Source: an optimization exercise on an open RTL-to-GDS flow (aim: a short achievable clock period and few clock cycles per item). Production flows keep margins and buffers that such runs may drop. RTL that was checked went through simulation tests only; none was proved equivalent to the original. The RTL of run 1 was laid out without a check of its function. In every run shown here, the design's own scripts or RTL, not TritonCTS, make the clock network. No driver is modelled on the clock port, so clock power and skew are understated where the tree is cut down; a real chip needs a root buffer or a tree. Power and IR drop assume default switching activity.

<file path="flow/config.mk">
export PLATFORM = sky130hd
export DESIGN_NAME = dnp3_tx
export DESIGN_NICKNAME = dnp3_tx
export VERILOG_FILES = /design/flow/design.v
export SDC_FILE = /design/flow/constraint.sdc
export NUM_CORES = 4
export LEC_CHECK = 0
export ABC_CLOCK_PERIOD_IN_PS = 2500
export CAP_MARGIN = 20
export CORE_MARGIN = 2
export CORE_UTILIZATION = 55
export PLACE_DENSITY = 0.65
export SLEW_MARGIN = 20
</file>
<file path="flow/constraint.sdc">
create_clock -name core_clock -period 8.0 [get_ports {clk}]
set_input_delay 1.6000 -clock core_clock [delete_from_list [all_inputs] [get_ports {clk}]]
set_output_delay 1.6000 -clock core_clock [all_outputs]
set_load 0.01 [all_outputs]
</file>
<file path="flow/design.v">
module dnp3_tx (
    input  wire        clk,
    input  wire        rst,
    input  wire        cmd_valid,
    output wire        cmd_ready,
    input  wire [7:0]  cmd_plen,    
    input  wire [7:0]  cmd_ctrl,    
    input  wire [15:0] cmd_dst,     
    input  wire [15:0] cmd_src,     
    input  wire        in_valid,
    output wire        in_ready,
    input  wire [31:0] in_data,
    output wire        out_valid,
    input  wire        out_ready,
    output wire [31:0] out_data,
    output wire        out_last,
    output reg         done_valid,
    output reg  [3:0]  done_err,
    output reg  [8:0]  done_len
);
    localparam [3:0] E_OK      = 4'd0,
                     E_LENGTH  = 4'd1,
                     E_RANGE   = 4'd6,
                     E_BADFNC  = 4'd8,
                     E_ADDRESS = 4'd9;
    localparam IFD = 4;               
    localparam IQA = 1;               
    localparam IQD = 1 << IQA;
    localparam PFA = 4;               
    localparam PFD = 1 << PFA;        
    localparam NPIPE = 4;             
    function [15:0] crc_s4;
        input [15:0] x;
        begin
            crc_s4[0] = x[1] ^ x[2] ^ x[3] ^ x[4] ^ x[5] ^ x[12] ^ x[13] ^ x[14] ^ x[15];
            crc_s4[1] = x[2] ^ x[3] ^ x[4] ^ x[5] ^ x[6] ^ x[13] ^ x[14] ^ x[15];
            crc_s4[2] = x[3] ^ x[4] ^ x[5] ^ x[6] ^ x[7] ^ x[14] ^ x[15];
            crc_s4[3] = x[0] ^ x[1] ^ x[2] ^ x[3] ^ x[6] ^ x[7] ^ x[8] ^ x[12] ^ x[13] ^ x[14];
            crc_s4[4] = x[5] ^ x[7] ^ x[8] ^ x[9] ^ x[12];
            crc_s4[5] = x[0] ^ x[1] ^ x[2] ^ x[3] ^ x[4] ^ x[5] ^ x[6] ^ x[8] ^ x[9] ^ x[10] ^ x[12] ^ x[14] ^ x[15];
            crc_s4[6] = x[0] ^ x[6] ^ x[7] ^ x[9] ^ x[10] ^ x[11] ^ x[12] ^ x[14];
            crc_s4[7] = x[0] ^ x[1] ^ x[7] ^ x[8] ^ x[10] ^ x[11] ^ x[12] ^ x[13] ^ x[15];
            crc_s4[8] = x[3] ^ x[4] ^ x[5] ^ x[8] ^ x[9] ^ x[11] ^ x[15];
            crc_s4[9] = x[0] ^ x[4] ^ x[5] ^ x[6] ^ x[9] ^ x[10] ^ x[12];
            crc_s4[10] = x[2] ^ x[3] ^ x[4] ^ x[6] ^ x[7] ^ x[10] ^ x[11] ^ x[12] ^ x[14] ^ x[15];
            crc_s4[11] = x[1] ^ x[2] ^ x[7] ^ x[8] ^ x[11] ^ x[14];
            crc_s4[12] = x[2] ^ x[3] ^ x[8] ^ x[9] ^ x[12] ^ x[15];
            crc_s4[13] = x[3] ^ x[4] ^ x[9] ^ x[10] ^ x[13];
            crc_s4[14] = x[0] ^ x[1] ^ x[2] ^ x[3] ^ x[10] ^ x[11] ^ x[12] ^ x[13] ^ x[15];
            crc_s4[15] = x[0] ^ x[1] ^ x[2] ^ x[3] ^ x[4] ^ x[11] ^ x[12] ^ x[13] ^ x[14];
        end
    endfunction
    function [15:0] crc_d4;
        input [31:0] x;
        begin
            crc_d4[0] = x[1] ^ x[2] ^ x[3] ^ x[4] ^ x[5] ^ x[12] ^ x[13] ^ x[14] ^ x[15] ^ x[17] ^ x[21] ^ x[22] ^ x[23] ^ x[27] ^ x[28] ^ x[29];
            crc_d4[1] = x[2] ^ x[3] ^ x[4] ^ x[5] ^ x[6] ^ x[13] ^ x[14] ^ x[15] ^ x[16] ^ x[18] ^ x[22] ^ x[23] ^ x[24] ^ x[28] ^ x[29] ^ x[30];
            crc_d4[2] = x[3] ^ x[4] ^ x[5] ^ x[6] ^ x[7] ^ x[14] ^ x[15] ^ x[16] ^ x[17] ^ x[19] ^ x[23] ^ x[24] ^ x[25] ^ x[29] ^ x[30] ^ x[31];
            crc_d4[3] = x[0] ^ x[1] ^ x[2] ^ x[3] ^ x[6] ^ x[7] ^ x[8] ^ x[12] ^ x[13] ^ x[14] ^ x[16] ^ x[18] ^ x[20] ^ x[21] ^ x[22] ^ x[23] ^ x[24] ^ x[25] ^ x[26] ^ x[27] ^ x[28] ^ x[29] ^ x[30] ^ x[31];
            crc_d4[4] = x[5] ^ x[7] ^ x[8] ^ x[9] ^ x[12] ^ x[19] ^ x[24] ^ x[25] ^ x[26] ^ x[30] ^ x[31];
            crc_d4[5] = x[0] ^ x[1] ^ x[2] ^ x[3] ^ x[4] ^ x[5] ^ x[6] ^ x[8] ^ x[9] ^ x[10] ^ x[12] ^ x[14] ^ x[15] ^ x[17] ^ x[20] ^ x[21] ^ x[22] ^ x[23] ^ x[25] ^ x[26] ^ x[28] ^ x[29] ^ x[31];
            crc_d4[6] = x[0] ^ x[6] ^ x[7] ^ x[9] ^ x[10] ^ x[11] ^ x[12] ^ x[14] ^ x[16] ^ x[17] ^ x[18] ^ x[24] ^ x[26] ^ x[28] ^ x[30];
            crc_d4[7] = x[0] ^ x[1] ^ x[7] ^ x[8] ^ x[10] ^ x[11] ^ x[12] ^ x[13] ^ x[15] ^ x[17] ^ x[18] ^ x[19] ^ x[25] ^ x[27] ^ x[29] ^ x[31];
            crc_d4[8] = x[3] ^ x[4] ^ x[5] ^ x[8] ^ x[9] ^ x[11] ^ x[15] ^ x[16] ^ x[17] ^ x[18] ^ x[19] ^ x[20] ^ x[21] ^ x[22] ^ x[23] ^ x[26] ^ x[27] ^ x[29] ^ x[30];
            crc_d4[9] = x[0] ^ x[4] ^ x[5] ^ x[6] ^ x[9] ^ x[10] ^ x[12] ^ x[16] ^ x[17] ^ x[18] ^ x[19] ^ x[20] ^ x[21] ^ x[22] ^ x[23] ^ x[24] ^ x[27] ^ x[28] ^ x[30] ^ x[31];
            crc_d4[10] = x[2] ^ x[3] ^ x[4] ^ x[6] ^ x[7] ^ x[10] ^ x[11] ^ x[12] ^ x[14] ^ x[15] ^ x[18] ^ x[19] ^ x[20] ^ x[24] ^ x[25] ^ x[27] ^ x[31];
            crc_d4[11] = x[1] ^ x[2] ^ x[7] ^ x[8] ^ x[11] ^ x[14] ^ x[16] ^ x[17] ^ x[19] ^ x[20] ^ x[22] ^ x[23] ^ x[25] ^ x[26] ^ x[27] ^ x[29];
            crc_d4[12] = x[2] ^ x[3] ^ x[8] ^ x[9] ^ x[12] ^ x[15] ^ x[17] ^ x[18] ^ x[20] ^ x[21] ^ x[23] ^ x[24] ^ x[26] ^ x[27] ^ x[28] ^ x[30];
            crc_d4[13] = x[3] ^ x[4] ^ x[9] ^ x[10] ^ x[13] ^ x[16] ^ x[18] ^ x[19] ^ x[21] ^ x[22] ^ x[24] ^ x[25] ^ x[27] ^ x[28] ^ x[29] ^ x[31];
            crc_d4[14] = x[0] ^ x[1] ^ x[2] ^ x[3] ^ x[10] ^ x[11] ^ x[12] ^ x[13] ^ x[15] ^ x[19] ^ x[20] ^ x[21] ^ x[25] ^ x[26] ^ x[27] ^ x[30];
            crc_d4[15] = x[0] ^ x[1] ^ x[2] ^ x[3] ^ x[4] ^ x[11] ^ x[12] ^ x[13] ^ x[14] ^ x[16] ^ x[20] ^ x[21] ^ x[22] ^ x[26] ^ x[27] ^ x[28] ^ x[31];
        end
    endfunction
    function [15:0] crc_u1;
        input [15:0] x;
        begin
            crc_u1[0] = x[8] ^ x[10] ^ x[12] ^ x[13];
            crc_u1[1] = x[9] ^ x[11] ^ x[13] ^ x[14];
            crc_u1[2] = x[10] ^ x[12] ^ x[14] ^ x[15];
            crc_u1[3] = x[8] ^ x[10] ^ x[11] ^ x[12] ^ x[15];
            crc_u1[4] = x[8] ^ x[9] ^ x[10] ^ x[11];
            crc_u1[5] = x[8] ^ x[9] ^ x[11] ^ x[13];
            crc_u1[6] = x[8] ^ x[9] ^ x[13] ^ x[14];
            crc_u1[7] = x[9] ^ x[10] ^ x[14] ^ x[15];
            crc_u1[8] = x[0] ^ x[8] ^ x[11] ^ x[12] ^ x[13] ^ x[15];
            crc_u1[9] = x[1] ^ x[9] ^ x[12] ^ x[13] ^ x[14];
            crc_u1[10] = x[2] ^ x[8] ^ x[12] ^ x[14] ^ x[15];
            crc_u1[11] = x[3] ^ x[8] ^ x[9] ^ x[10] ^ x[12] ^ x[15];
            crc_u1[12] = x[4] ^ x[9] ^ x[10] ^ x[11] ^ x[13];
            crc_u1[13] = x[5] ^ x[10] ^ x[11] ^ x[12] ^ x[14];
            crc_u1[14] = x[6] ^ x[8] ^ x[10] ^ x[11] ^ x[15];
            crc_u1[15] = x[7] ^ x[9] ^ x[11] ^ x[12];
        end
    endfunction
    function [15:0] crc_u2;
        input [15:0] x;
        begin
            crc_u2[0] = x[0] ^ x[2] ^ x[4] ^ x[5] ^ x[9] ^ x[11] ^ x[12];
            crc_u2[1] = x[1] ^ x[3] ^ x[5] ^ x[6] ^ x[10] ^ x[12] ^ x[13];
            crc_u2[2] = x[2] ^ x[4] ^ x[6] ^ x[7] ^ x[11] ^ x[13] ^ x[14];
            crc_u2[3] = x[0] ^ x[2] ^ x[3] ^ x[4] ^ x[7] ^ x[8] ^ x[9] ^ x[11] ^ x[14] ^ x[15];
            crc_u2[4] = x[0] ^ x[1] ^ x[2] ^ x[3] ^ x[8] ^ x[10] ^ x[11] ^ x[15];
            crc_u2[5] = x[0] ^ x[1] ^ x[3] ^ x[5];
            crc_u2[6] = x[0] ^ x[1] ^ x[5] ^ x[6] ^ x[9] ^ x[11] ^ x[12];
            crc_u2[7] = x[1] ^ x[2] ^ x[6] ^ x[7] ^ x[10] ^ x[12] ^ x[13];
            crc_u2[8] = x[0] ^ x[3] ^ x[4] ^ x[5] ^ x[7] ^ x[8] ^ x[9] ^ x[12] ^ x[13] ^ x[14];
            crc_u2[9] = x[1] ^ x[4] ^ x[5] ^ x[6] ^ x[8] ^ x[9] ^ x[10] ^ x[13] ^ x[14] ^ x[15];
            crc_u2[10] = x[0] ^ x[4] ^ x[6] ^ x[7] ^ x[10] ^ x[12] ^ x[14] ^ x[15];
            crc_u2[11] = x[0] ^ x[1] ^ x[2] ^ x[4] ^ x[7] ^ x[8] ^ x[9] ^ x[12] ^ x[13] ^ x[15];
            crc_u2[12] = x[1] ^ x[2] ^ x[3] ^ x[5] ^ x[8] ^ x[9] ^ x[10] ^ x[13] ^ x[14];
            crc_u2[13] = x[2] ^ x[3] ^ x[4] ^ x[6] ^ x[9] ^ x[10] ^ x[11] ^ x[14] ^ x[15];
            crc_u2[14] = x[0] ^ x[2] ^ x[3] ^ x[7] ^ x[9] ^ x[10] ^ x[15];
            crc_u2[15] = x[1] ^ x[3] ^ x[4] ^ x[8] ^ x[10] ^ x[11];
        end
    endfunction
    function [15:0] crc_u3;
        input [15:0] x;
        begin
            crc_u3[0] = x[1] ^ x[3] ^ x[4] ^ x[9] ^ x[10] ^ x[11];
            crc_u3[1] = x[2] ^ x[4] ^ x[5] ^ x[10] ^ x[11] ^ x[12];
            crc_u3[2] = x[3] ^ x[5] ^ x[6] ^ x[11] ^ x[12] ^ x[13];
            crc_u3[3] = x[0] ^ x[1] ^ x[3] ^ x[6] ^ x[7] ^ x[9] ^ x[10] ^ x[11] ^ x[12] ^ x[13] ^ x[14];
            crc_u3[4] = x[0] ^ x[2] ^ x[3] ^ x[7] ^ x[8] ^ x[9] ^ x[12] ^ x[13] ^ x[14] ^ x[15];
            crc_u3[5] = x[8] ^ x[11] ^ x[13] ^ x[14] ^ x[15];
            crc_u3[6] = x[1] ^ x[3] ^ x[4] ^ x[10] ^ x[11] ^ x[12] ^ x[14] ^ x[15];
            crc_u3[7] = x[2] ^ x[4] ^ x[5] ^ x[11] ^ x[12] ^ x[13] ^ x[15];
            crc_u3[8] = x[0] ^ x[1] ^ x[4] ^ x[5] ^ x[6] ^ x[9] ^ x[10] ^ x[11] ^ x[12] ^ x[13] ^ x[14];
            crc_u3[9] = x[0] ^ x[1] ^ x[2] ^ x[5] ^ x[6] ^ x[7] ^ x[10] ^ x[11] ^ x[12] ^ x[13] ^ x[14] ^ x[15];
            crc_u3[10] = x[2] ^ x[4] ^ x[6] ^ x[7] ^ x[8] ^ x[9] ^ x[10] ^ x[12] ^ x[13] ^ x[14] ^ x[15];
            crc_u3[11] = x[0] ^ x[1] ^ x[4] ^ x[5] ^ x[7] ^ x[8] ^ x[13] ^ x[14] ^ x[15];
            crc_u3[12] = x[0] ^ x[1] ^ x[2] ^ x[5] ^ x[6] ^ x[8] ^ x[9] ^ x[14] ^ x[15];
            crc_u3[13] = x[1] ^ x[2] ^ x[3] ^ x[6] ^ x[7] ^ x[9] ^ x[10] ^ x[15];
            crc_u3[14] = x[1] ^ x[2] ^ x[7] ^ x[8] ^ x[9];
            crc_u3[15] = x[0] ^ x[2] ^ x[3] ^ x[8] ^ x[9] ^ x[10];
        end
    endfunction
    function [15:0] crc_ha;
        input [39:0] x;
        begin
            crc_ha[0] = x[3] ^ x[5] ^ x[9] ^ x[10] ^ x[11] ^ x[12] ^ x[13] ^ x[20] ^ x[21] ^ x[22] ^ x[23] ^ x[25] ^ x[29] ^ x[30] ^ x[31] ^ x[35] ^ x[36] ^ x[37] ^ 1'b1;
            crc_ha[1] = x[0] ^ x[4] ^ x[6] ^ x[10] ^ x[11] ^ x[12] ^ x[13] ^ x[14] ^ x[21] ^ x[22] ^ x[23] ^ x[24] ^ x[26] ^ x[30] ^ x[31] ^ x[32] ^ x[36] ^ x[37] ^ x[38];
            crc_ha[2] = x[0] ^ x[1] ^ x[5] ^ x[7] ^ x[11] ^ x[12] ^ x[13] ^ x[14] ^ x[15] ^ x[22] ^ x[23] ^ x[24] ^ x[25] ^ x[27] ^ x[31] ^ x[32] ^ x[33] ^ x[37] ^ x[38] ^ x[39];
            crc_ha[3] = x[1] ^ x[2] ^ x[3] ^ x[5] ^ x[6] ^ x[8] ^ x[9] ^ x[10] ^ x[11] ^ x[14] ^ x[15] ^ x[16] ^ x[20] ^ x[21] ^ x[22] ^ x[24] ^ x[26] ^ x[28] ^ x[29] ^ x[30] ^ x[31] ^ x[32] ^ x[33] ^ x[34] ^ x[35] ^ x[36] ^ x[37] ^ x[38] ^ x[39];
            crc_ha[4] = x[2] ^ x[4] ^ x[5] ^ x[6] ^ x[7] ^ x[13] ^ x[15] ^ x[16] ^ x[17] ^ x[20] ^ x[27] ^ x[32] ^ x[33] ^ x[34] ^ x[38] ^ x[39];
            crc_ha[5] = x[6] ^ x[7] ^ x[8] ^ x[9] ^ x[10] ^ x[11] ^ x[12] ^ x[13] ^ x[14] ^ x[16] ^ x[17] ^ x[18] ^ x[20] ^ x[22] ^ x[23] ^ x[25] ^ x[28] ^ x[29] ^ x[30] ^ x[31] ^ x[33] ^ x[34] ^ x[36] ^ x[37] ^ x[39];
            crc_ha[6] = x[3] ^ x[5] ^ x[7] ^ x[8] ^ x[14] ^ x[15] ^ x[17] ^ x[18] ^ x[19] ^ x[20] ^ x[22] ^ x[24] ^ x[25] ^ x[26] ^ x[32] ^ x[34] ^ x[36] ^ x[38] ^ 1'b1;
            crc_ha[7] = x[4] ^ x[6] ^ x[8] ^ x[9] ^ x[15] ^ x[16] ^ x[18] ^ x[19] ^ x[20] ^ x[21] ^ x[23] ^ x[25] ^ x[26] ^ x[27] ^ x[33] ^ x[35] ^ x[37] ^ x[39] ^ 1'b1;
            crc_ha[8] = x[0] ^ x[3] ^ x[7] ^ x[11] ^ x[12] ^ x[13] ^ x[16] ^ x[17] ^ x[19] ^ x[23] ^ x[24] ^ x[25] ^ x[26] ^ x[27] ^ x[28] ^ x[29] ^ x[30] ^ x[31] ^ x[34] ^ x[35] ^ x[37] ^ x[38];
            crc_ha[9] = x[0] ^ x[1] ^ x[4] ^ x[8] ^ x[12] ^ x[13] ^ x[14] ^ x[17] ^ x[18] ^ x[20] ^ x[24] ^ x[25] ^ x[26] ^ x[27] ^ x[28] ^ x[29] ^ x[30] ^ x[31] ^ x[32] ^ x[35] ^ x[36] ^ x[38] ^ x[39];
            crc_ha[10] = x[1] ^ x[2] ^ x[3] ^ x[10] ^ x[11] ^ x[12] ^ x[14] ^ x[15] ^ x[18] ^ x[19] ^ x[20] ^ x[22] ^ x[23] ^ x[26] ^ x[27] ^ x[28] ^ x[32] ^ x[33] ^ x[35] ^ x[39] ^ 1'b1;
            crc_ha[11] = x[2] ^ x[4] ^ x[5] ^ x[9] ^ x[10] ^ x[15] ^ x[16] ^ x[19] ^ x[22] ^ x[24] ^ x[25] ^ x[27] ^ x[28] ^ x[30] ^ x[31] ^ x[33] ^ x[34] ^ x[35] ^ x[37] ^ 1'b1;
            crc_ha[12] = x[3] ^ x[5] ^ x[6] ^ x[10] ^ x[11] ^ x[16] ^ x[17] ^ x[20] ^ x[23] ^ x[25] ^ x[26] ^ x[28] ^ x[29] ^ x[31] ^ x[32] ^ x[34] ^ x[35] ^ x[36] ^ x[38];
            crc_ha[13] = x[0] ^ x[4] ^ x[6] ^ x[7] ^ x[11] ^ x[12] ^ x[17] ^ x[18] ^ x[21] ^ x[24] ^ x[26] ^ x[27] ^ x[29] ^ x[30] ^ x[32] ^ x[33] ^ x[35] ^ x[36] ^ x[37] ^ x[39] ^ 1'b1;
            crc_ha[14] = x[1] ^ x[3] ^ x[7] ^ x[8] ^ x[9] ^ x[10] ^ x[11] ^ x[18] ^ x[19] ^ x[20] ^ x[21] ^ x[23] ^ x[27] ^ x[28] ^ x[29] ^ x[33] ^ x[34] ^ x[35] ^ x[38] ^ 1'b1;
            crc_ha[15] = x[2] ^ x[4] ^ x[8] ^ x[9] ^ x[10] ^ x[11] ^ x[12] ^ x[19] ^ x[20] ^ x[21] ^ x[22] ^ x[24] ^ x[28] ^ x[29] ^ x[30] ^ x[34] ^ x[35] ^ x[36] ^ x[39];
        end
    endfunction
    function [15:0] crc_hb;
        input [7:0] x;
        begin
            crc_hb[0] = x[0] ^ x[1] ^ x[4] ^ x[6] ^ x[7];
            crc_hb[1] = x[0] ^ x[1] ^ x[2] ^ x[5] ^ x[7];
            crc_hb[2] = x[0] ^ x[1] ^ x[2] ^ x[3] ^ x[6];
            crc_hb[3] = x[2] ^ x[3] ^ x[6];
            crc_hb[4] = x[1] ^ x[3] ^ x[6];
            crc_hb[5] = x[0] ^ x[1] ^ x[2] ^ x[6];
            crc_hb[6] = x[0] ^ x[2] ^ x[3] ^ x[4] ^ x[6];
            crc_hb[7] = x[0] ^ x[1] ^ x[3] ^ x[4] ^ x[5] ^ x[7];
            crc_hb[8] = x[0] ^ x[2] ^ x[5] ^ x[7];
            crc_hb[9] = x[1] ^ x[3] ^ x[6];
            crc_hb[10] = x[0] ^ x[1] ^ x[2] ^ x[6];
            crc_hb[11] = x[2] ^ x[3] ^ x[4] ^ x[6];
            crc_hb[12] = x[0] ^ x[3] ^ x[4] ^ x[5] ^ x[7];
            crc_hb[13] = x[0] ^ x[1] ^ x[4] ^ x[5] ^ x[6];
            crc_hb[14] = x[2] ^ x[4] ^ x[5];
            crc_hb[15] = x[0] ^ x[3] ^ x[5] ^ x[6];
        end
    endfunction
    function [3:0] header_err;
        input [7:0]  c;
        input [15:0] dst;
        input [15:0] src;
        reg          fnc_ok, fcv_req;
        begin
            fnc_ok  = c[6] ? (c[3:0] == 4'd0 || c[3:0] == 4'd1 || c[3:0] == 4'd2 ||
                              c[3:0] == 4'd3 || c[3:0] == 4'd4 || c[3:0] == 4'd9)
                           : (c[3:0] == 4'd0 || c[3:0] == 4'd1 || c[3:0] == 4'd11);
            fcv_req = (c[3:0] == 4'd2) || (c[3:0] == 4'd3);
            if (!fnc_ok)                        header_err = E_BADFNC;
            else if (c[6] && (c[4] != fcv_req)) header_err = E_RANGE;
            else if (!c[6] && c[5])             header_err = E_RANGE;
            else if (src == 16'hFFFF)           header_err = E_ADDRESS;
            else if (dst == src)                header_err = E_ADDRESS;
            else                                header_err = E_OK;
        end
    endfunction
    reg rst_r;
    always @(posedge clk) rst_r <= rst;
    wire rst_any = rst | rst_r;
    reg        cmd_ready_r;
    reg        c1_v;
    reg [7:0]  c1_p, c1_c;
    reg [15:0] c1_d, c1_s;
    assign cmd_ready = cmd_ready_r;
    always @(posedge clk) begin
        c1_v <= !rst && cmd_valid && cmd_ready_r;
        c1_p <= cmd_plen;
        c1_c <= cmd_ctrl;
        c1_d <= cmd_dst;
        c1_s <= cmd_src;
    end
    reg        c2_v;
    reg [7:0]  c2_p, c2_c, c2_len;
    reg [15:0] c2_d, c2_s, c2_ha;
    reg [3:0]  c2_err;
    reg [8:0]  c2_p10;
    reg [5:0]  c2_pb2;
    wire [4:0] c1_pblk = {1'b0, c1_p[7:4]} + {4'd0, (c1_p[3:0] != 4'd0)};
    always @(posedge clk) begin
        c2_v    <= c1_v && !rst_r;
        c2_p    <= c1_p;
        c2_c    <= c1_c;
        c2_d    <= c1_d;
        c2_s    <= c1_s;
        c2_len  <= c1_p + 8'd5;
        c2_p10  <= {1'b0, c1_p} + 9'd10;
        c2_pb2  <= {c1_pblk, 1'b0};
        c2_ha   <= crc_ha({c1_s, c1_d, c1_c});
        c2_err  <= (c1_p > 8'd250) ? E_LENGTH : header_err(c1_c, c1_d, c1_s);
    end
    wire        c2_ok = (c2_err == E_OK);
    wire [6:0]  c2_nb = c2_p[7:2] + {5'd0, (c2_p[1:0] != 2'd0)};
    wire [8:0]  c2_tlen = c2_p10 + {3'd0, c2_pb2};
    wire [15:0] c2_hs = c2_ha ^ crc_hb(c2_len);    
    reg [87:0]  iq_mem [0:IQD-1];
    reg [IQA-1:0] iq_wr, iq_rd;
    reg [IQA:0] iq_cnt;
    reg [IQA:0] iq_free;              
    reg         iq_ne;
    wire        iq_pop;
    always @(posedge clk) begin
        if (c2_v)
            iq_mem[iq_wr] <= {c2_hs, c2_s, c2_d, c2_c, c2_len, (c2_p == 8'd0), c2_nb, c2_ok,
                              c2_err, c2_ok ? c2_tlen : 9'd0, c2_p[1:0]};
    end
    wire [IQA:0] iq_free_n = iq_free - {{IQA{1'b0}}, c1_v} + {{IQA{1'b0}}, iq_pop};
    wire [IQA:0] iq_cnt_n  = iq_cnt + {{IQA{1'b0}}, c2_v} - {{IQA{1'b0}}, iq_pop};
    always @(posedge clk) begin
        if (rst_r) begin
            iq_wr  <= {IQA{1'b0}};
            iq_rd  <= {IQA{1'b0}};
            iq_cnt <= {(IQA+1){1'b0}};
            iq_ne  <= 1'b0;
        end else begin
            if (c2_v) iq_wr <= iq_wr + 1'b1;
            if (iq_pop) iq_rd <= iq_rd + 1'b1;
            iq_cnt <= iq_cnt_n;
            iq_ne  <= (iq_cnt_n != 0);
        end
        if (rst_any) begin
            iq_free     <= IQD;
            cmd_ready_r <= 1'b1;
        end else begin
            iq_free     <= iq_free_n;
            cmd_ready_r <= (iq_free_n > {{IQA{1'b0}}, cmd_ready_r});
        end
    end
    reg        in_ready_r;
    reg        i1_v;
    reg [31:0] i1_d;
    assign in_ready = in_ready_r;
    always @(posedge clk) begin
        i1_v <= !rst && in_valid && in_ready_r;
        i1_d <= in_data;
    end
    reg [31:0] if_mem [0:IFD-1];
    reg [1:0]  if_wr, if_rd;
    reg        if_ne;
    reg [2:0]  if_cnt;
    reg [2:0]  if_free;               
    wire       if_pop;
    wire [2:0] if_cnt_n  = if_cnt + {2'd0, i1_v} - {2'd0, if_pop};
    wire [2:0] if_free_n = if_free - {2'd0, i1_v} + {2'd0, if_pop};
    always @(posedge clk) begin
        if (i1_v) if_mem[if_wr] <= i1_d;
        if (rst_r) begin
            if_wr <= 2'd0; if_rd <= 2'd0; if_cnt <= 3'd0; if_ne <= 1'b0;
        end else begin
            if (i1_v) if_wr <= if_wr + 2'd1;
            if (if_pop) if_rd <= if_rd + 2'd1;
            if_cnt <= if_cnt_n;
            if_ne  <= (if_cnt_n != 3'd0);
        end
        if (rst_any) begin
            if_free    <= IFD;
            in_ready_r <= 1'b1;
        end else begin
            if_free    <= if_free_n;
            in_ready_r <= (if_free_n > {2'd0, in_ready_r});
        end
    end
    wire [87:0] iq_h     = iq_mem[iq_rd];
    wire [15:0] iqh_hs   = iq_h[87:72];
    wire [15:0] iqh_src  = iq_h[71:56];
    wire [15:0] iqh_dst  = iq_h[55:40];
    wire [7:0]  iqh_ctrl = iq_h[39:32];
    wire [7:0]  iqh_len  = iq_h[31:24];
    wire        iqh_zp   = iq_h[23];
    wire [6:0]  iqh_nb   = iq_h[22:16];
    wire        iqh_ok   = iq_h[15];
    wire [3:0]  iqh_err  = iq_h[14:11];
    wire [8:0]  iqh_tlen = iq_h[10:2];
    wire [1:0]  iqh_pm   = iq_h[1:0];
    localparam [1:0] IP_CMD = 2'd0, IP_HDR = 2'd1, IP_PAY = 2'd2;
    reg  [1:0]  ip;
    reg         cur_ok, cur_last;
    reg  [6:0]  cur_rem;
    reg  [3:0]  cur_err;
    reg  [8:0]  cur_tlen;
    reg  [1:0]  cur_pm, cur_bib;
    reg  [PFA:0] pf_cred;             
    reg         cred_ok;
    wire pf_pop;
    wire go_cmd  = (ip == IP_CMD) && iq_ne && cred_ok;
    wire go_hdr  = (ip == IP_HDR) && cred_ok;
    wire beat    = (ip == IP_PAY) && if_ne && (!cur_ok || cred_ok);
    wire issue   = (go_cmd && iqh_ok) || go_hdr || (beat && cur_ok);
    wire ld_cur  = (go_cmd && !iqh_ok) || go_hdr;
    assign iq_pop = ld_cur;
    assign if_pop = beat;
    wire [31:0] if_h = if_mem[if_rd];
    reg  [31:0] if_hm;
    always @(*) begin
        case (cur_last ? cur_pm : 2'd0)
            2'd1:    if_hm = {24'd0, if_h[7:0]};
            2'd2:    if_hm = {16'd0, if_h[15:0]};
            2'd3:    if_hm = {8'd0, if_h[23:0]};
            default: if_hm = if_h;
        endcase
    end
    reg         s2_v, s2_hdr, s2_first, s2_end, s2_last;
    reg  [1:0]  s2_k;                 
    reg  [31:0] s2_d;
    reg  [15:0] s2_hs;
    wire [PFA:0] pf_cred_n = pf_cred - {{PFA{1'b0}}, issue} + {{PFA{1'b0}}, pf_pop};
    always @(posedge clk) begin
        s2_hs <= iqh_hs;
        case (ip)
            IP_CMD: begin
                s2_d     <= {iqh_ctrl, iqh_len, 8'h64, 8'h05};
                s2_hdr   <= 1'b1;
                s2_first <= 1'b1;
                s2_end   <= 1'b0;
                s2_last  <= 1'b0;
                s2_k     <= 2'd0;
            end
            IP_HDR: begin
                s2_d     <= {iqh_src, iqh_dst};
                s2_hdr   <= 1'b1;
                s2_first <= 1'b1;
                s2_end   <= 1'b1;
                s2_last  <= iqh_zp;
                s2_k     <= 2'd0;
            end
            default: begin
                s2_d     <= if_hm;
                s2_hdr   <= 1'b0;
                s2_first <= (cur_bib == 2'd0);
                s2_end   <= (cur_bib == 2'd3) || cur_last;
                s2_last  <= cur_last;
                s2_k     <= cur_last ? (2'd0 - cur_pm) : 2'd0;
            end
        endcase
        if (rst_r) begin
            ip      <= IP_CMD;
            s2_v    <= 1'b0;
            pf_cred <= PFD;
            cred_ok <= 1'b1;
        end else begin
            s2_v    <= issue;
            pf_cred <= pf_cred_n;
            cred_ok <= (pf_cred_n != 0);
            if (go_cmd)
                ip <= iqh_ok ? IP_HDR : ((iqh_nb == 7'd0) ? IP_CMD : IP_PAY);
            else if (go_hdr)
                ip <= iqh_zp ? IP_CMD : IP_PAY;
            else if (beat && cur_last)
                ip <= IP_CMD;
        end
        if (ld_cur) begin
            cur_ok   <= iqh_ok;
            cur_rem  <= iqh_nb;
            cur_last <= (iqh_nb == 7'd1);
            cur_err  <= iqh_err;
            cur_tlen <= iqh_tlen;
            cur_pm   <= iqh_pm;
            cur_bib  <= 2'd0;
        end else if (beat) begin
            cur_rem  <= cur_rem - 7'd1;
            cur_last <= (cur_rem == 7'd2);
            cur_bib  <= cur_bib + 2'd1;
        end
        if (rst_any)
            done_valid <= 1'b0;
        else
            done_valid <= (go_cmd && !iqh_ok && iqh_nb == 7'd0) || (go_hdr && iqh_zp) ||
                          (beat && cur_last);
        done_err <= (ip == IP_PAY) ? cur_err  : iqh_err;
        done_len <= (ip == IP_PAY) ? cur_tlen : iqh_tlen;
    end
    reg         s3_v, s3_first, s3_end, s3_last;
    reg  [1:0]  s3_k;
    reg  [31:0] s3_d;
    reg  [15:0] s3_dx;
    always @(posedge clk) begin
        s3_v     <= s2_v && !rst_r;
        s3_first <= s2_first;
        s3_end   <= s2_end;
        s3_last  <= s2_last;
        s3_k     <= s2_k;
        s3_d     <= s2_d;
        s3_dx    <= s2_hdr ? s2_hs : crc_d4(s2_d);
    end
    reg  [15:0] acc;
    reg         s4_v, s4_end, s4_last;
    reg  [1:0]  s4_k;
    reg  [31:0] s4_d;
    wire [15:0] acc_in = s3_first ? 16'd0 : acc;
    always @(posedge clk) begin
        s4_v    <= s3_v && !rst_r;
        s4_end  <= s3_end;
        s4_last <= s3_last;
        s4_k    <= s3_k;
        s4_d    <= s3_d;
        if (s3_v) acc <= crc_s4(acc_in) ^ s3_dx;
    end
    reg  [15:0] acc_c;
    always @(*) begin
        case (s4_k)
            2'd1:    acc_c = crc_u1(acc);
            2'd2:    acc_c = crc_u2(acc);
            2'd3:    acc_c = crc_u3(acc);
            default: acc_c = acc;
        endcase
    end
    wire [15:0] crc_o = ~acc_c;
    reg  [49:0] chunk;
    always @(*) begin
        if (!s4_end)
            chunk = {1'b0, 1'b0, 16'd0, s4_d};
        else if (!s4_last)
            chunk = {1'b0, 1'b1, crc_o, s4_d};
        else case (s4_k)
            2'd3:    chunk = {1'b1, 1'b0, 24'd0, crc_o, s4_d[7:0]};
            2'd2:    chunk = {1'b1, 1'b0, 16'd0, crc_o, s4_d[15:0]};
            2'd1:    chunk = {1'b1, 1'b1, 8'd0,  crc_o, s4_d[23:0]};
            default: chunk = {1'b1, 1'b1,        crc_o, s4_d};
        endcase
    end
    reg         s5_v;
    reg  [49:0] s5_c;
    always @(posedge clk) begin
        s5_v <= s4_v && !rst_r;
        s5_c <= chunk;
    end
    reg  [49:0]  pf_mem [0:PFD-1];
    reg  [PFD-1:0] pf_wr, pf_rd1;     
    reg  [PFA:0] pf_cnt;
    reg          pf_hv, pf_c0, pf_c1;   
    reg  [49:0]  pf_h;
    wire         pf_push = s5_v;
    wire [PFA:0] pf_cnt_n = pf_cnt + {{PFA{1'b0}}, pf_push} - {{PFA{1'b0}}, pf_pop};
    reg  [49:0]  pf_nx;
    integer      j;
    always @(*) begin
        pf_nx = 50'd0;
        for (j = 0; j < PFD; j = j + 1)
            pf_nx = pf_nx | (pf_rd1[j] ? pf_mem[j] : 50'd0);
    end
    always @(posedge clk) begin
        for (j = 0; j < PFD; j = j + 1)
            if (pf_push && pf_wr[j]) pf_mem[j] <= s5_c;
        if (pf_push && (pf_pop ? pf_c1 : pf_c0))
            pf_h <= s5_c;
        else if (pf_pop)
            pf_h <= pf_nx;
        if (rst_r) begin
            pf_wr  <= {{(PFD-1){1'b0}}, 1'b1};
            pf_rd1 <= {{(PFD-2){1'b0}}, 2'b10};
            pf_cnt <= {(PFA+1){1'b0}};
            pf_hv  <= 1'b0;
            pf_c0  <= 1'b1;
            pf_c1  <= 1'b0;
        end else begin
            if (pf_push) pf_wr  <= {pf_wr[PFD-2:0], pf_wr[PFD-1]};
            if (pf_pop)  pf_rd1 <= {pf_rd1[PFD-2:0], pf_rd1[PFD-1]};
            pf_cnt <= pf_cnt_n;
            pf_hv  <= (pf_cnt_n != 0);
            pf_c0  <= (pf_cnt_n == 0);
            pf_c1  <= (pf_cnt_n == 1);
        end
    end
    reg         pc2, pc4;   
    reg         pl;         
    reg  [31:0] pend;
    reg         up_rdy;     
    wire        take    = up_rdy && !pc4 && pf_hv;
    wire        emit    = (up_rdy && pc4) || take;
    wire        ck_last = pf_h[49];
    wire        ck_wide = pf_h[48];
    assign pf_pop = take;
    wire [31:0] e_d = pc4 ? pend : (pc2 ? {pf_h[15:0], pend[15:0]} : pf_h[31:0]);
    wire        e_l = pc4 ? pl : (ck_last && !pc2 && !ck_wide);
    always @(posedge clk) begin
        if (take)
            pend <= pc2 ? pf_h[47:16] : {16'd0, pf_h[47:32]};
        if (rst_r) begin
            pc2 <= 1'b0;
            pc4 <= 1'b0;
            pl  <= 1'b0;
        end else if (up_rdy && pc4) begin
            pc4 <= 1'b0;
        end else if (take) begin
            if (ck_last) begin
                pc2 <= 1'b0;
                pc4 <= pc2 || ck_wide;
                pl  <= 1'b1;
            end else begin
                pc2 <= pc2 ^ ck_wide;
                pc4 <= pc2 & ck_wide;
                pl  <= 1'b0;
            end
        end
    end
    reg         o_v, k_v;
    reg  [32:0] o_q, o_hd, k_q;
    assign out_valid = o_v;
    assign out_data  = o_q[31:0];
    assign out_last  = o_q[32];
    wire        o_free = !o_v || out_ready;
    wire [32:0] o_new  = k_v ? k_q : {e_l, e_d};
    always @(posedge clk) begin
        if (o_free)
            o_hd <= o_new;
        if (rst_any)
            o_q <= 33'd0;
        else
            o_q <= o_free ? o_new : o_hd;
        if (!k_v)
            k_q <= {e_l, e_d};
        if (rst_any) begin
            o_v    <= 1'b0;
            k_v    <= 1'b0;
            up_rdy <= 1'b0;
        end else begin
            o_v    <= !o_free || k_v || emit;
            k_v    <= !o_free && (k_v || emit);
            up_rdy <= !(!o_free && (k_v || emit));
        end
    end
endmodule
</file>
<file path="flow/flow/run.sh">
#!/bin/bash
# The standard layout (standard.sh), with three changes to how it is made:
#  - the setup repair aims further below the clock period (SETUP_SLACK_MARGIN),
#  - the ports are buffered with buf_4 cells,
#  - the clock tree is built by flow/mcts.tcl (a balanced two-level tree of
#    clkbuf_16 cells: four root buffers on the clock port, each driving the
#    leaf buffers of its part of the die) in place of TritonCTS.
# The whole ORFS output goes to standard.log in this folder.
set -e
here=$(pwd)
export SETUP_SLACK_MARGIN=6
export BUFFER_PORTS_ARGS="-buffer_cell sky130_fd_sc_hd__buf_4"
export PRE_CTS_TCL=$here/flow/mcts.tcl
export MCTS_LEAF=24
export MCTS_ROOTS=4
bash standard.sh > standard.log 2>&1
</file>
<file path="flow/flow/mcts.tcl">
set mcts_leaf  [expr {[info exists ::env(MCTS_LEAF)] ? $::env(MCTS_LEAF) : 24}]
set mcts_roots [expr {[info exists ::env(MCTS_ROOTS)] ? $::env(MCTS_ROOTS) : 4}]
set mcts_db    [ord::get_db]
set mcts_block [ord::get_db_block]
set mcts_clk   [$mcts_block findNet clk]
set mcts_buf   [$mcts_db findMaster sky130_fd_sc_hd__clkbuf_16]

proc mcts_center {inst} {
  set bb [$inst getBBox]
  return [list [expr {([$bb xMin] + [$bb xMax]) / 2}] [expr {([$bb yMin] + [$bb yMax]) / 2}]]
}

# split a list of {x y item} into k groups of near-equal size, compact:
# columns by x, then runs by y inside each column
proc mcts_split {items k} {
  set n [llength $items]
  if {$k <= 1} { return [list $items] }
  set cols [expr {max(1, int(round(sqrt($k))))}]
  set byx [lsort -integer -index 0 $items]
  set groups {}
  set pos 0
  set kleft $k
  set nleft $n
  for {set c 0} {$c < $cols} {incr c} {
    set kc [expr {$kleft / ($cols - $c)}]
    set nc [expr {int(round(double($nleft) * $kc / $kleft))}]
    set col [lsort -integer -index 1 [lrange $byx $pos [expr {$pos + $nc - 1}]]]
    set p 0
    for {set g 0} {$g < $kc} {incr g} {
      set ng [expr {int(round(double($nc - $p) / ($kc - $g)))}]
      lappend groups [lrange $col $p [expr {$p + $ng - 1}]]
      incr p $ng
    }
    incr pos $nc
    incr kleft -$kc
    incr nleft -$nc
  }
  return $groups
}

proc mcts_centroid {items} {
  set sx 0; set sy 0
  foreach it $items { incr sx [lindex $it 0]; incr sy [lindex $it 1] }
  set n [llength $items]
  return [list [expr {$sx / $n}] [expr {$sy / $n}]]
}

set mcts_sinks {}
foreach it [$mcts_clk getITerms] {
  lappend mcts_sinks [concat [mcts_center [$it getInst]] [list $it]]
}
set mcts_n [llength $mcts_sinks]
set mcts_k [expr {int(ceil(double($mcts_n) / $mcts_leaf))}]
puts "mcts: $mcts_n sinks, $mcts_k leaf buffers, $mcts_roots root buffers"

set mcts_leaves {}
set li 0
foreach grp [mcts_split $mcts_sinks $mcts_k] {
  set c [mcts_centroid $grp]
  set inst [odb::dbInst_create $mcts_block $mcts_buf "mcts_leaf_$li"]
  set w [[$inst getMaster] getWidth]
  $inst setLocation [expr {[lindex $c 0] - $w / 2}] [lindex $c 1]
  $inst setPlacementStatus PLACED
  set net [odb::dbNet_create $mcts_block "mcts_l$li"]
  $net setSigType CLOCK
  [$inst findITerm X] connect $net
  foreach s $grp {
    set it [lindex $s 2]
    $it disconnect
    $it connect $net
  }
  lappend mcts_leaves [list [lindex $c 0] [lindex $c 1] $inst]
  incr li
}

set ri 0
foreach grp [mcts_split $mcts_leaves $mcts_roots] {
  set c [mcts_centroid $grp]
  set inst [odb::dbInst_create $mcts_block $mcts_buf "mcts_root_$ri"]
  set w [[$inst getMaster] getWidth]
  $inst setLocation [expr {[lindex $c 0] - $w / 2}] [lindex $c 1]
  $inst setPlacementStatus PLACED
  set net [odb::dbNet_create $mcts_block "mcts_r$ri"]
  $net setSigType CLOCK
  [$inst findITerm X] connect $net
  [$inst findITerm A] connect $mcts_clk
  foreach l $grp {
    [[lindex $l 2] findITerm A] connect $net
  }
  incr ri
}
$mcts_clk setSigType CLOCK

# the tree is built: the flow's call to TritonCTS does nothing else
rename clock_tree_synthesis mcts_unused_cts
proc clock_tree_synthesis {args} {
  puts "mcts: clock tree built by hand; TritonCTS skipped"
  set_propagated_clock [all_clocks]
}
</file>
<file path="flow/standard.sh">
#!/bin/bash
# synth_recipe.tcl (not shown) runs the flow's synth.tcl, then flattens the netlist and writes it again
# the make line also repeats each setting of config.mk as NAME=value (left out here)
make -C /OpenROAD-flow-scripts/flow DESIGN_CONFIG=/design/flow/config.mk WORK_HOME=/design/flow/orfs CLKGATE_MAP_FILE= SYNTH_SCRIPT=/design/flow/synth_recipe.tcl "${@:-finish}"
</file>
==> results of run 1 <==
[power by group]
| part | total [W] | switching [W] | leakage, nW | internal, W |
|---|---|---|---|---|
| registers | 0.0122 | 0.00111 | 15.8 | 0.0111 |
| clock network | 0.00434 | 0.00260 | 0.974 | 0.00174 |
| logic | 0.00657 | 0.00323 | 9.62 | 0.00334 |
[Yosys cell counts, types with 23 or more instances]
cell type | number | area share [%]
edfxtp_1 | 1223 | 55
dfxtp_1 | 560 | 17
xnor2_1 | 408 | 5.4
nand2_1 | 190 | 1.1
clkbuf_1 | 185 | 1.0
nor2_1 | 176 | 1.0
xor2_1 | 157 | 2.1
a221oi_1 | 151 | 2.0
a22o_1 | 150 | 2.0
a22oi_1 | 110 | 1.2
mux2_2 | 101 | 1.7
a21oi_1 | 97 | 0.73
o21ai_0 | 95 | 0.72
and2_1 | 76 | 0.72
inv_1 | 67 | 0.38
mux2i_1 | 63 | 0.95
and3_1 | 55 | 0.52
a41oi_1 | 50 | 0.66
ha_1 | 48 | 0.91
mux4_2 | 48 | 1.6
nor2b_1 | 23 | 0.22
[final timing paths]
kind / end / slack [ps] / cells past startpoint
setup / recovery: done_valid / 5360 / 1
hold reg to reg: s4_d[2]$_DFF_P_ / 330 / 0
hold / removal: s4_d[2]$_DFF_P_ / 330 / 0
setup reg to reg: cred_ok$_SDFF_PP1_ / 5420 / 14
[what timing repair did]
item                                    4_1_cts  5_1_grt
endpoints found under the setup margin     1285      423
resized for setup                           468      310
setup buffers                               178       59
pin swaps                                   120      121
gates cloned                                 26        4
[per-stage QoR]
stage,hold WS (ps),setup slack [ps],instances,area [um^2]
6_report,334,5360,6169,77600
5_1_grt,329,5290,6168,77600
4_1_cts,332,5350,6105,75500
3_5_place_dp,312,4700,5822,69400
3_3_place_gp,310,4730,5822,69400
2_1_floorplan,310,5300,4253,67000
[layout make-up]
| class | count | area [um^2] |
|---|---|---|
| Sequential cell | 1783 | 48100 |
| Timing Repair inverter | 3 | 26.3 |
| Antenna cell | 1 | 2.50 |
| Tap cell | 1612 | 2020 |
| Buffer | 79 | 1980 |
| Multi-Input combinational cell | 2187 | 20600 |
| Timing Repair Buffer | 434 | 4510 |
| Inverter | 70 | 322 |
| Fill cell | 8439 | 42200 |
[placed cells by master (no fill, tap or decap), drive strengths merged, types with 5 or more instances in the layout]
cell type | synthesis | routed
nor2b | 23 | 23
nand3 | 21 | 21
nand2 | 190 | 198
mux2 | 101 | 101
a221oi | 151 | 151
a41oi | 50 | 50
nor2 | 177 | 177
xor2 | 159 | 159
dfxtp | 560 | 560
nor4 | 7 | 7
a22oi | 110 | 110
clkbuf | 185 | 82
or3 | 5 | 5
nand4 | 5 | 5
buf | 46 | 430
xnor2 | 426 | 426
inv | 69 | 71
a22o | 150 | 150
and2 | 76 | 80
ha | 48 | 48
or2 | 8 | 9
a21o | 11 | 12
o22ai | 14 | 14
mux2i | 63 | 63
nand2b | 7 | 11
o211ai | 5 | 5
o21ai | 100 | 100
and3 | 55 | 55
mux4 | 48 | 48
edfxtp | 1223 | 1223
nor3 | 6 | 6
a21oi | 97 | 97
fa | 5 | 5
[metal layers]
| layer | vias to the layer above | GRT usage, % | wire length (um) |
|---|---|---|---|
| met2 | 1594 | 48.2 | 88700 |
| met4 | 4 | 11.9 | 10200 |
| met1 | 19000 | 38.1 | 70000 |
| li1 | 16400 | - | - |
| met3 | 409 | 2.91 | 13200 |
| met5 | - | 0 | 31 |
[flip-flops by register name, indices dropped and copies added, names as in the netlist, 32 cells and up, named ones only]
register / count
s2_d: 32
iq_mem: 174
pf_mem: 800
pend: 32
if_mem: 128
i1_d: 32
o_hd: 33
pf_h: 50
o_q: 33
s4_d: 32
s3_d: 32
k_q: 33
s5_c: 50
[logic make-up (layout without fill, tap and decap cells)]
logic type / after synthesis / in the layout / share of synthesized area (%)
compound gates: 724 / 725 / 8.15
buf+inv: 301 / 586 / 1.81
flops: 1783 / 1783 / 72.3
fa+ha+maj: 53 / 53 / 1.06
xor+xnor: 590 / 590 / 8.23
mux: 212 / 212 / 4.30
other cells: 0 / 1 / 0
simple gates: 590 / 607 / 4.16
==> qor.txt, run 1 <==
POWER AND IR DROP
--------------------------------------------------------------------------------
Overall power after layout                                              0.0231 W
VDD IR-drop max                                                           404 uV
Cell area power density                                              298 nW/um^2
Static leakage power                                                     26.4 nW

LOGIC SYNTHESIS
--------------------------------------------------------------------------------
Most common flop cell mapped by yosys                                   edfxtp_1
Count of warnings emitted by yosys                                             2
Number of enable flip-flop cells after synthesis                            1223
Mapped Nets                                                                 4391
Yosys cell types                                                              70
Post-synthesis instance area                                          66300 um^2
Mean area per synthesized cell                                         15.6 um^2
Flop and latch count out of synthesis                                       1783
Async S/R FF share, synth                                                     0%
Portion of the post-synthesis area used by sequential elements             72.3%
Synthesized netlist cell count                                              4253

FLOORPLAN
--------------------------------------------------------------------------------
Height of the chip                                                        351 um
Initial cell density of the core                                           55.3%
Die Footprint                                                        123000 um^2
Num rows                                                                     127
CORE AREA                                                            120000 um^2
Die outline width                                                         351 um
Io pins                                                                      135

MIN PATH
--------------------------------------------------------------------------------
Hold/Removal Path Class                                               reg -> reg
Hold Crit Start                                                     s3_d[2]$_DFF_P_

PLACE
--------------------------------------------------------------------------------
HPWL after DPL                                                          99000 um
Routability Congestion                                                     0.935
Quantity of I/O buffers inserted on ports                                    134

CRITICAL PATH
--------------------------------------------------------------------------------
Critical path peak fanout                                                      1
Slowest library cell on the worst path                                   dfxtp_4
Endpoint required time on the critical path                              6400 ps
Critical Path Max Stage Delay                                             400 ps
Arrival time at the worst endpoint                                       1040 ps
Worst path bufs/invs                                                           1
Source of the worst register-to-register timing path                iq_mem[0][15]$_DFFE_PP_
Worst setup path start                                              done_valid$_SDFF_PP0_
Critical path class                                                   reg -> out
CP Cell Sequence                                                           buf_6
Category of the worst setup path capture point                      primary output
Cell family with the largest share of critical-path delay             flip-flops
Setup crit start kind                                                  flip-flop

STA
--------------------------------------------------------------------------------
Pins over their slew limit                                                     0
Min cycle time layout                                                    2640 ps
Actual slew at the worst max-slew pin                                    1140 ps
Remaining max-slew budget at the tightest pin                              24.2%
Setup repair after global routing missed its margin                          yes
Upper clock frequency limit                                              379 MHz
Final Hold Fails                                                               0
Final setup fails                                                              0
Setup Skew                                                               57.2 ps
Share of the clock period used by the worst path                           33.0%
Setup TNS                                                                   0 ps

LAYOUT
--------------------------------------------------------------------------------
Layout cell share with drive strength beyond 1                             26.4%
Growth of design area from synthesis to finish                             17.1%
Core occupancy in the finished layout                                      64.8%
Nets                                                                        4696

CLOCKING
--------------------------------------------------------------------------------
Clock-pin slew on the worst setup and hold paths                           90 ps
Worst-skew pair later-pin latency                                         570 ps
Hold buffer count at cts                                                       0

GRT
--------------------------------------------------------------------------------
Via count of the first global-routing pass                                 36600
Combined global-route utilization of all metal layers                      28.6%
Pin count of the biggest net entering global routing                          77
Number of antenna violations at the first check in global routing              4
Final global-route overflow total                                              0
Global-route wire length before repair                                 255000 um

DRT
--------------------------------------------------------------------------------
Final WL                                                               182000 um
Number of detailed-route iterations in the first pass                          7
Initial DRC count                                                           4375
Detail-routed via count per cell                                            6.05
Count of nets left with antenna violations after detail routing                0
Total number of vias                                                       37400
DRC                                                                            0
Final routed wire length divided by cell count                           29.5 um

RUN STATUS
--------------------------------------------------------------------------------
Result of the run                                       timing/DRC/antenna clean

FLOW RUN
--------------------------------------------------------------------------------
Max Cap Violations                                                             0

==> run 2, diff against run 1 <==
--- a/flow/design.v
+++ b/flow/design.v
@@ -26,7 +26,7 @@
     localparam IFD = 4;               
     localparam IQA = 1;               
     localparam IQD = 1 << IQA;
-    localparam PFA = 4;               
+    localparam PFA = 3;               
     localparam PFD = 1 << PFA;        
     localparam NPIPE = 4;             
     function [15:0] crc_s4;
==> run 2 against run 1 <==
Critical path type is now reg -> reg. Critical endpoint is now s5_c[41]$_SDFF_PN0_. Power is 20% lower. Sequential cell count is 418 lower. Clock skew is 38 ps lower. Die area is 22% lower. Final cell count is 19% lower. Register-to-register slack better by 30 ps.
==> qor.txt, run 2 <==
LOGIC SYNTHESIS
--------------------------------------------------------------------------------
Post-synth top area share                                                  47.9%
Adder-cell share of the synthesized area                                   1.31%
Most area-hungry cell type in the Yosys netlist                         edfxtp_1
Number of enable flip-flop cells after synthesis                             823
Async S/R FF share, synth                                                     0%
Combinational family with the most area after synthesis             XOR/XNOR gates
Synthesized netlist cell count                                              3484
Area fraction in compound gates after synthesis                            5.65%
Mapped Nets                                                                 3620
Largest cells by area after synthesis                               edfxtp_1, dfxtp_1, xnor2_1
Proportion of synthesized area in mux cells                                6.49%
Post-synthesis instance area                                          51600 um^2
Most frequent cells after synthesis                                 edfxtp_1, dfxtp_1, xnor2_1, a22oi_1, nand2_1
Count of warnings emitted by yosys                                             2
Mean area per synthesized cell                                         14.8 um^2
Yosys cell types                                                              65
Portion of the post-synthesis area used by sequential elements             68.9%
Most common flop cell mapped by yosys                                   edfxtp_1
Simple-gate share of the synthesized area                                  4.83%
Area share of xor/xnor cells in the synthesized design                     10.9%
Most used standard cell by instance count after synthesis               edfxtp_1
Flop and latch count out of synthesis                                       1365

DRT
--------------------------------------------------------------------------------
DRC                                                                            0
Initial DRC count                                                           2705
Final WL                                                               129000 um
Count of nets left with antenna violations after detail routing                0
Number of detailed-route iterations in the first pass                          8
Detail-routed via count per cell                                            5.70
Total number of vias                                                       28600
Final routed wire length divided by cell count                           25.8 um

CRITICAL PATH
--------------------------------------------------------------------------------
Critical path class                                                   reg -> reg
CP Cell Sequence                                                    buf_6, xor3_2, xnor3_1, mux2i_1, xnor2_1, nor2_2, o32ai_1
Arrival time at the worst endpoint                                       2930 ps
Setup crit start kind                                                  flip-flop
Critical path peak fanout                                                      3
Category of the worst setup path capture point                         flip-flop
Endpoint required time on the critical path                              8370 ps
Critical Path Max Stage Delay                                             460 ps
Slowest library cell on the worst path                                   xnor3_1
Worst reg-to-reg path cell count                                               7

CLOCKING
--------------------------------------------------------------------------------
Hold buffer count at cts                                                       0
Clock-pin slew on the worst setup and hold paths                          100 ps
Worst-skew pair later-pin latency                                         480 ps

POWER AND IR DROP
--------------------------------------------------------------------------------
Cell internal power dissipation                                         0.0128 W
Cell area power density                                              307 nW/um^2
VDD IR-drop max                                                           260 uV
Static leakage power                                                     21.2 nW
Power share of the clock group                                             17.8%
Logic pwr share                                                            32.0%
Switching share of power                                                   30.7%
Net switching power                                                    0.00569 W
Sequential group share of total power                                      50.2%

STA
--------------------------------------------------------------------------------
Final Hold Fails                                                               0
Hold_ws                                                                   325 ps
Setup repair after global routing missed its margin                          yes
Setup Skew                                                               18.8 ps
Post-route setup slack                                                   5450 ps
Share of the clock period used by the worst path                           31.9%
Min cycle time layout                                                    2550 ps
Actual slew at the worst max-slew pin                                    1010 ps
Upper clock frequency limit                                              392 MHz
Final setup fails                                                              0
Remaining max-slew budget at the tightest pin                              32.5%
Setup TNS                                                                   0 ps
Pins over their slew limit                                                     0

LAYOUT
--------------------------------------------------------------------------------
Storage cell area                                                     35700 um^2
Most common cell after layout, fill and taps aside                      edfxtp_1
Cell Count, Final, Fillers Out                                              5015
Layout cell share with drive strength beyond 1                             27.0%
Inserted Diodes                                                                0
Largest Register                                                          pf_mem
Growth of design area from synthesis to finish                             17.1%
Registers with the highest flip-flop counts                         pf_mem: 400 flops, iq_mem: 174 flops, if_mem: 128 flops
Core occupancy in the finished layout                                      64.9%
Leading cell types in the layout, fill and taps excluded            edfxtp_1, dfxtp_1, xnor2_1
Max FFs per register                                                         400
# fillers                                                                   6572
Multi-input combinational cell area                                   17300 um^2
Nets                                                                        3899

FLOORPLAN
--------------------------------------------------------------------------------
Num rows                                                                     112
Die Footprint                                                         96300 um^2
CORE AREA                                                             93200 um^2
Initial cell density of the core                                           55.4%
Height of the chip                                                        310 um
Io pins                                                                      135
Die outline width                                                         310 um

GRT
--------------------------------------------------------------------------------
Global-route wire length before repair                                 184000 um
Number of antenna violations at the first check in global routing              1
Combined global-route utilization of all metal layers                      25.8%
Pin count of the biggest net entering global routing                          67
Final global-route overflow total                                              0
Via count of the first global-routing pass                                 28700

PLACE
--------------------------------------------------------------------------------
Placement-stage worst setup slack                                        5040 ps
Routability Congestion                                                     0.981
Quantity of I/O buffers inserted on ports                                    134
Placed Cells incl. Taps                                                     4715
HPWL after DPL                                                          77300 um

FLOW RUN
--------------------------------------------------------------------------------
Max Cap Violations                                                             0

MIN PATH
--------------------------------------------------------------------------------
Hold Path Depth                                                                0
Hold/Removal Path Class                                               reg -> reg

RUN STATUS
--------------------------------------------------------------------------------
Result of the run                                       timing/DRC/antenna clean

[run 2: changes by cell type after synthesis, sizes merged, moves of 22 or more]
cell    previous run  this run
a22o             150         1
nand2            190       155
mux2             101       142
edfxtp          1223       823
and3              55         5
a41oi             50         1
nor2             177       155
nand4              5        57
a21oi             97        73
a22oi            110       205
clkbuf           185       128
a221oi           151         0
[run 2: cells by family after synthesis]
logic type,Yosys count
adders and majority gates,51
DFF,1365
and+or+nand+nor,525
AOI/OAI and AO/OA,443
muxes,257
xor gates and xnor gates,593
buffers and inverters,250
[run 2: worst max-delay path: cells and delay by family, from the launching register on]
family	cells	cell delay (ps)
compound gates	1	330
buf+inv	1	150
mux	1	300
simple gates	1	100
xor+xnor	3	1140
flops	1	430
[run 2: timing repair]
action,in CTS,in global routing
cloned,18,5
resized for setup,366,202
setup buffers,149,67
setup endpoints to repair,489,265
pin swaps,87,122
[run 2: power groups by stage]
stage / combinational [W] / clock [W] / sequential (W)
2_1_floorplan: 0.00376 / 0 / 0.00900
3_3_place_gp: 0.00459 / 0 / 0.00945
3_5_place_dp: 0.00464 / 0 / 0.00949
4_1_cts: 0.00537 / 0.00336 / 0.00930
5_1_grt: 0.00631 / 0.00359 / 0.00938
6_report: 0.00593 / 0.00331 / 0.00931
[run 2: path summary, 6_finish.rpt]
path	startpoint	endpoint	slack (ps)
max	acc[7]$_DFFE_PP_	s5_c[41]$_SDFF_PN0_	5450
min	s3_d[24]$_DFF_P_	s4_d[24]$_DFF_P_	320
max reg2reg	acc[7]$_DFFE_PP_	s5_c[41]$_SDFF_PN0_	5450
min reg2reg	s3_d[24]$_DFF_P_	s4_d[24]$_DFF_P_	320
[run 2: layout make-up]
type                    instances  area share (%)
repair inverters                2          0.0290
inverters                      72           0.549
repair buffers                383            6.55
plain buffers                  61            2.53
flip-flops and latches       1365            59.1
well taps                    1254            2.60
multi-input cells            1878            28.7
[run 2: per-layer routing]
metal	vias up	track usage [%]	part of all wire, %
li1	13000	-	-
met1	14500	33.2	40
met2	905	46.7	52
met3	224	2.02	4.9
met4	4	7.67	3.9
met5	-	0	0.021
[run 2: through the flow]
step                      instance area, um^2  total power [W]
after global placement                  54000           0.0140
after CTS                               58800           0.0180
after global routing                    60400           0.0193
final                                   60400           0.0185
after detailed placement                54000           0.0141
after floorplan                         52100           0.0128
Testbench counts of run 2, summed over its fixed seeds: cycles 12,222, frames 320.

## static timing again, ports no longer ideal
In the flow no input, the clock included, has a driving cell. The finished layouts below were timed again as built, in two steps.
Step 1 assumes that a clkbuf_16 drives the clock port and a buf_2 every other input.
Step 2 times the ports against the registers' clock, not the clock port: input delays grow and output delays shrink by t, the midpoint of the rising clock arrivals with the driver on.
Slacks: no drivers / after step 1 / after step 2; pairs: no drivers / after step 1.
run	t, ns	setup slack, ns	slew at the worst register clock pin (ns)	worst slew at a driven data input, ns
run 1	0.701	5.362 / 5.200 / 5.366	0.11 / 0.11	0.07
run 2	0.610	5.446 / 5.311 / 5.411	0.10 / 0.10	0.07
After both steps setup and hold are still met in every run listed. The setup slack of run 2, which loses most, moves by -0.135 ns with the drivers and by -0.035 ns with both steps.
